This is an optimization exercise on Yosys and OpenROAD, whose aim is small area and a short achievable clock period, not a production implementation. Where RTL was checked, it was by simulation tests only, not by an equivalence proof against the original. Power is estimated from default activity; no workload was simulated.

## ahrs_rx
module ahrs_rx (
    input  wire        clk,
    input  wire        rst,
    input  wire        p_valid,
    input  wire [31:0] p_cmd,
    output reg         p_resp_valid,
    output reg         p_resp_err,
    output wire [31:0] p_resp_val,
    input  wire        c_valid,
    input  wire [31:0] c_cmd,
    output reg         c_resp_valid,
    output reg         c_resp_err,
    output reg  [31:0] c_resp_val
);
clock: 6.5 ns
lec_check: 0
cap_margin: 20
core_margin: 2
core_utilization: 60
cts_cluster_diameter: 80
cts_cluster_size: 30
place_density: 0.7
setup_slack_margin: 4.2
slew_margin: 20
standard.sh (not shown) runs the stock make flow with config.mk's settings and CLKGATE_MAP_FILE= SYNTH_SCRIPT=/design/flow/synth_recipe.tcl, a recipe that flattens the netlist after the stock synthesis.
==> flow/flow/run.sh <==
#!/bin/bash
# The standard layout, with two changes to the cells it may pick:
# - the port buffers are the plain buffer sky130_fd_sc_hd__buf_2 instead of
#   the cell buffer_ports picks by itself;
# - the slow wide gates (or3, or4, nor4, and4 and their inverted-input forms) are
#   added to the platform's don't-use list, so synthesis and repair build
#   those functions from NAND/NOR gates instead.
set -euo pipefail
export BUFFER_PORTS_ARGS="-buffer_cell sky130_fd_sc_hd__buf_2"
# the platform's own don't-use list (platforms/sky130hd/config.mk)
dont_use="sky130_fd_sc_hd__probe_p_8 sky130_fd_sc_hd__probec_p_8 sky130_fd_sc_hd__lpflow_bleeder_1"
for s in 1 16 2 4 8; do
  dont_use="$dont_use sky130_fd_sc_hd__lpflow_clkbufkapwr_$s sky130_fd_sc_hd__lpflow_clkinvkapwr_$s"
done
for s in 12 3 4 6 8; do dont_use="$dont_use sky130_fd_sc_hd__lpflow_decapkapwr_$s"; done
dont_use="$dont_use sky130_fd_sc_hd__lpflow_inputiso0n_1 sky130_fd_sc_hd__lpflow_inputiso0p_1"
dont_use="$dont_use sky130_fd_sc_hd__lpflow_inputiso1n_1 sky130_fd_sc_hd__lpflow_inputiso1p_1"
dont_use="$dont_use sky130_fd_sc_hd__lpflow_inputisolatch_1"
for s in 1 16 2 4 8; do dont_use="$dont_use sky130_fd_sc_hd__lpflow_isobufsrc_$s"; done
dont_use="$dont_use sky130_fd_sc_hd__lpflow_isobufsrckapwr_16"
for s in 1 2 4; do
  dont_use="$dont_use sky130_fd_sc_hd__lpflow_lsbuf_lh_hl_isowell_tap_$s sky130_fd_sc_hd__lpflow_lsbuf_lh_isowell_tap_$s"
done
dont_use="$dont_use sky130_fd_sc_hd__lpflow_lsbuf_lh_isowell_4"
# added here
for c in or3 or3b or4 or4b or4bb nor4 nor4b nor4bb and4 and4b and4bb; do
  for s in 1 2 4; do dont_use="$dont_use sky130_fd_sc_hd__${c}_${s}"; done
done
bash standard.sh "DONT_USE_CELLS=$dont_use" finish > standard.log 2>&1
==> next run, changes <==
--- a/flow/design.v
+++ b/flow/design.v
@@ -22,15 +22,15 @@
     input  wire        feed,         
     input  wire        preset,       
     input  wire [7:0]  data,         
     output wire        done,         
     output wire        wr_angle,     
     output wire [1:0]  wr_field,     
     output wire        wr_status,    
-    output wire [31:0] wr_value      
+    output wire [31:0] acc_q         
 );
     localparam [3:0] S_SYNC0  = 4'd0,
                      S_SYNC1  = 4'd1,
                      S_SYNC2  = 4'd2,
                      S_SYNC3  = 4'd3,
                      S_COMPID = 4'd4,
                      S_STATUS = 4'd5,
@@ -41,17 +41,17 @@
                      S_ANG2   = 4'd10,
                      S_ANG3   = 4'd11;
     localparam [15:0] CRC_PREAMBLE = 16'h7982;    
     reg [3:0]  st;
     reg [15:0] crc;
     reg [3:0]  seen;      
     reg [1:0]  fld;
-    reg [23:0] acc;
-    wire [31:0] value = {acc, data};
-    assign wr_value = value;
+    reg [31:0] acc;
+    wire [31:0] value = {acc[23:0], data};
+    assign acc_q = acc;
     wire [15:0] crc_next;
     ahrs_crc16 u_crc (.crc_in(crc), .data(data), .crc_out(crc_next));
     wire       in_sync = (st[3:2] == 2'b00);
     wire [7:0] ang_exp = value[30:23];
     wire       ang_bad = (ang_exp == 8'hFF) ||
                          (ang_exp == 8'h00 && value[22:0] != 23'd0);
     reg       id_known;
@@ -102,15 +102,15 @@
         if (rst || preset)
             st <= S_SYNC0;
         else if (feed)
             st <= st_feed;
     end
     always @(posedge clk) begin
         if (feed) begin
-            acc <= value[23:0];
+            acc <= value;
             crc <= in_sync ? CRC_PREAMBLE : crc_next;
             if (in_sync)
                 seen <= 4'b0;
             else if (st == S_COMPID && id_known)
                 seen[id_k] <= 1'b1;
             if (st == S_COMPID)
                 fld <= id_k;
@@ -164,41 +164,46 @@
     output wire [11:0]  written     
 );
     reg [31:0] yaw    [0:2];
     reg [31:0] pitch  [0:2];
     reg [31:0] roll   [0:2];
     reg [7:0]  status [0:2];
     reg [3:0]  valid  [0:2];    
+    reg pend_angle, pend_status;
+    always @(posedge clk) begin
+        pend_angle  <= wr_angle  && !rst;
+        pend_status <= wr_status && !rst;
+    end
     integer i;
     always @(posedge clk) begin
         for (i = 0; i < 3; i = i + 1) begin
-            if (wr_angle && write_oh[i]) begin
+            if (pend_angle && write_oh[i]) begin
                 case (wr_field)
                     2'd0:    yaw[i]   <= wr_value;
                     2'd1:    pitch[i] <= wr_value;
                     default: roll[i]  <= wr_value;
                 endcase
             end
-            if (wr_status && write_oh[i])
+            if (pend_status && write_oh[i])
                 status[i] <= wr_value[7:0];
         end
     end
     always @(posedge clk) begin
         for (i = 0; i < 3; i = i + 1) begin
             if (rst) begin
                 valid[i] <= 4'b0;
             end else begin
-                if (wr_angle && write_oh[i]) begin
+                if (pend_angle && write_oh[i]) begin
                     case (wr_field)
                         2'd0:    valid[i][0] <= 1'b1;
                         2'd1:    valid[i][1] <= 1'b1;
                         default: valid[i][2] <= 1'b1;
                     endcase
                 end
-                if (wr_status && write_oh[i])
+                if (pend_status && write_oh[i])
                     valid[i][3] <= 1'b1;
             end
         end
     end
     assign slot0 = {status[0], roll[0], pitch[0], yaw[0]};
     assign slot1 = {status[1], roll[1], pitch[1], yaw[1]};
     assign slot2 = {status[2], roll[2], pitch[2], yaw[2]};
@@ -254,15 +259,15 @@
     wire [1:0]  wr_field;
     wire [31:0] wr_value;
     ahrs_parser u_parser (
         .clk(clk), .rst(rst),
         .feed(p_feed), .preset(p_preset), .data(p_arg8),
         .done(feed_done),
         .wr_angle(wr_angle), .wr_field(wr_field),
-        .wr_status(wr_status), .wr_value(wr_value)
+        .wr_status(wr_status), .acc_q(wr_value)
     );
     wire [2:0] write_oh, read_oh;
     wire       took;
     ahrs_tbuf u_tbuf (
         .clk(clk), .rst(rst),
         .offer(p_offer || feed_done),
         .update(c_update),
The new run finished with timing, DRC and antenna clean; core utilization came out lower by 3.6 points; clock-buffer cell count came out higher by 1; total power came out higher by 0.89%; hold slack barely changes; final area came out lower by 4.6%; flip-flop and latch count came out higher by 10; worst setup slack is better by 0.31 ns; combinational power came out lower by about 6%; cell count came out lower by 2.6%; synthesized area hardly moves; first-iteration DRC count came out lower by 10%; sequential power came out higher by about 2%; wire length came out lower by 10%.
The RTL of the first run of this note was laid out without a check of its function.

* * *

Starting RTL as in the previous note.
Settings: LEC_CHECK=0, CAP_MARGIN=20, CORE_MARGIN=2, CORE_UTILIZATION=60, CTS_CLUSTER_DIAMETER=80, CTS_CLUSTER_SIZE=30, PLACE_DENSITY=0.7, SETUP_SLACK_MARGIN=4.0, SLEW_MARGIN=20; clock period 6.5 ns.
Scripts as last shown in full above: flow/flow/run.sh
Change:
--- a/flow/design.v
+++ b/flow/design.v
@@ -17,46 +17,46 @@
     end
 endmodule
 module ahrs_parser (
     input  wire        clk,
     input  wire        rst,
     input  wire        feed,         
     input  wire        preset,       
     input  wire [7:0]  data,         
     output wire        done,         
     output wire        wr_angle,     
     output wire [1:0]  wr_field,     
     output wire        wr_status,    
-    output wire [31:0] wr_value      
+    output wire [31:0] acc_q         
 );
     localparam [3:0] S_SYNC0  = 4'd0,
                      S_SYNC1  = 4'd1,
                      S_SYNC2  = 4'd2,
                      S_SYNC3  = 4'd3,
                      S_COMPID = 4'd4,
                      S_STATUS = 4'd5,
                      S_CRC0   = 4'd6,
                      S_CRC1   = 4'd7,
                      S_ANG0   = 4'd8,
                      S_ANG1   = 4'd9,
                      S_ANG2   = 4'd10,
                      S_ANG3   = 4'd11;
     localparam [15:0] CRC_PREAMBLE = 16'h7982;    
     reg [3:0]  st;
     reg [15:0] crc;
     reg [3:0]  seen;      
     reg [1:0]  fld;
-    reg [23:0] acc;
-    wire [31:0] value = {acc, data};
-    assign wr_value = value;
+    reg [31:0] acc;
+    wire [31:0] value = {acc[23:0], data};
+    assign acc_q = acc;
     wire [15:0] crc_next;
     ahrs_crc16 u_crc (.crc_in(crc), .data(data), .crc_out(crc_next));
     wire       in_sync = (st[3:2] == 2'b00);
     wire [7:0] ang_exp = value[30:23];
     wire       ang_bad = (ang_exp == 8'hFF) ||
                          (ang_exp == 8'h00 && value[22:0] != 23'd0);
     reg       id_known;
     reg [1:0] id_k;
     always @(*) begin
         id_known = 1'b1;
         id_k     = 2'd0;
         case (data)
@@ -97,25 +97,25 @@
             S_CRC0:   st_feed = S_CRC1;
             default:  st_feed = S_SYNC0;
         endcase
     end
     always @(posedge clk) begin
         if (rst || preset)
             st <= S_SYNC0;
         else if (feed)
             st <= st_feed;
     end
     always @(posedge clk) begin
         if (feed) begin
-            acc <= value[23:0];
+            acc <= value;
             crc <= in_sync ? CRC_PREAMBLE : crc_next;
             if (in_sync)
                 seen <= 4'b0;
             else if (st == S_COMPID && id_known)
                 seen[id_k] <= 1'b1;
             if (st == S_COMPID)
                 fld <= id_k;
         end
     end
 endmodule
 module ahrs_tbuf (
     input  wire       clk,
@@ -159,51 +159,56 @@
     input  wire        wr_status,
     input  wire [31:0] wr_value,    
     output wire [103:0] slot0,      
     output wire [103:0] slot1,
     output wire [103:0] slot2,
     output wire [11:0]  written     
 );
     reg [31:0] yaw    [0:2];
     reg [31:0] pitch  [0:2];
     reg [31:0] roll   [0:2];
     reg [7:0]  status [0:2];
     reg [3:0]  valid  [0:2];    
+    reg pend_angle, pend_status;
+    always @(posedge clk) begin
+        pend_angle  <= wr_angle  && !rst;
+        pend_status <= wr_status && !rst;
+    end
     integer i;
     always @(posedge clk) begin
         for (i = 0; i < 3; i = i + 1) begin
-            if (wr_angle && write_oh[i]) begin
+            if (pend_angle && write_oh[i]) begin
                 case (wr_field)
                     2'd0:    yaw[i]   <= wr_value;
                     2'd1:    pitch[i] <= wr_value;
                     default: roll[i]  <= wr_value;
                 endcase
             end
-            if (wr_status && write_oh[i])
+            if (pend_status && write_oh[i])
                 status[i] <= wr_value[7:0];
         end
     end
     always @(posedge clk) begin
         for (i = 0; i < 3; i = i + 1) begin
             if (rst) begin
                 valid[i] <= 4'b0;
             end else begin
-                if (wr_angle && write_oh[i]) begin
+                if (pend_angle && write_oh[i]) begin
                     case (wr_field)
                         2'd0:    valid[i][0] <= 1'b1;
                         2'd1:    valid[i][1] <= 1'b1;
                         default: valid[i][2] <= 1'b1;
                     endcase
                 end
-                if (wr_status && write_oh[i])
+                if (pend_status && write_oh[i])
                     valid[i][3] <= 1'b1;
             end
         end
     end
     assign slot0 = {status[0], roll[0], pitch[0], yaw[0]};
     assign slot1 = {status[1], roll[1], pitch[1], yaw[1]};
     assign slot2 = {status[2], roll[2], pitch[2], yaw[2]};
     assign written = {valid[2], valid[1], valid[0]};
 endmodule
 module ahrs_rx (
     input  wire        clk,
     input  wire        rst,
@@ -249,25 +254,25 @@
     wire [15:0] p_crc_out, c_crc_out;
     ahrs_crc16 u_pcrc (.crc_in(p_arg16), .data(p_arg8), .crc_out(p_crc_out));
     ahrs_crc16 u_ccrc (.crc_in(c_arg16), .data(c_arg8), .crc_out(c_crc_out));
     wire        feed_done;
     wire        wr_angle, wr_status;
     wire [1:0]  wr_field;
     wire [31:0] wr_value;
     ahrs_parser u_parser (
         .clk(clk), .rst(rst),
         .feed(p_feed), .preset(p_preset), .data(p_arg8),
         .done(feed_done),
         .wr_angle(wr_angle), .wr_field(wr_field),
-        .wr_status(wr_status), .wr_value(wr_value)
+        .wr_status(wr_status), .acc_q(wr_value)
     );
     wire [2:0] write_oh, read_oh;
     wire       took;
     ahrs_tbuf u_tbuf (
         .clk(clk), .rst(rst),
         .offer(p_offer || feed_done),
         .update(c_update),
         .write_oh(write_oh), .read_oh(read_oh),
         .took(took)
     );
     wire [103:0] slot0, slot1, slot2;
     wire [11:0]  written;
Routed wire length falls by roughly a tenth. Final cell count goes down by a few percent. Design area falls by a few percent. Clock-buffer cell count decreases by 1. Sequential share of layout area climbs by 5.3 points. Sequential cell count came out higher by 10. Synthesized area hardly moves. Worst hold slack hardly moves. Utilization falls by 4.5 points.
No functional check of the RTL was part of the first run of this note.

## what the ideal ports hide
The results above use ideal ports. As a check the final layouts listed here were re-extracted and re-timed, cells and wires unchanged.
Step 1 assumes that a clkbuf_16 drives the clock port and a buf_2 every other input.
Step 2 times the ports against the registers' clock, not the clock port: input delays grow and output delays shrink by t, the midpoint of the rising clock arrivals with the driver on.
Three values: no drivers, after step 1, after step 2; two values: the first two.
run	t (ns)	setup WS [ns]	latest minus earliest clock arrival (ns)
the first run of note 1	0.595	3.816 / 3.787 / 3.192	0.028 / 0.028
the second run of note 1	0.589	4.126 / 4.088 / 3.499	0.035 / 0.034
the first run of note 2	0.580	3.767 / 3.774 / 3.194	0.038 / 0.038
the second run of note 2	0.587	4.054 / 4.042 / 3.497	0.015 / 0.016
After both steps setup and hold are still met in every run listed. For the second run of note 1, which loses most, drivers alone change the setup slack by -0.038 ns; drivers and shift together by -0.627 ns.
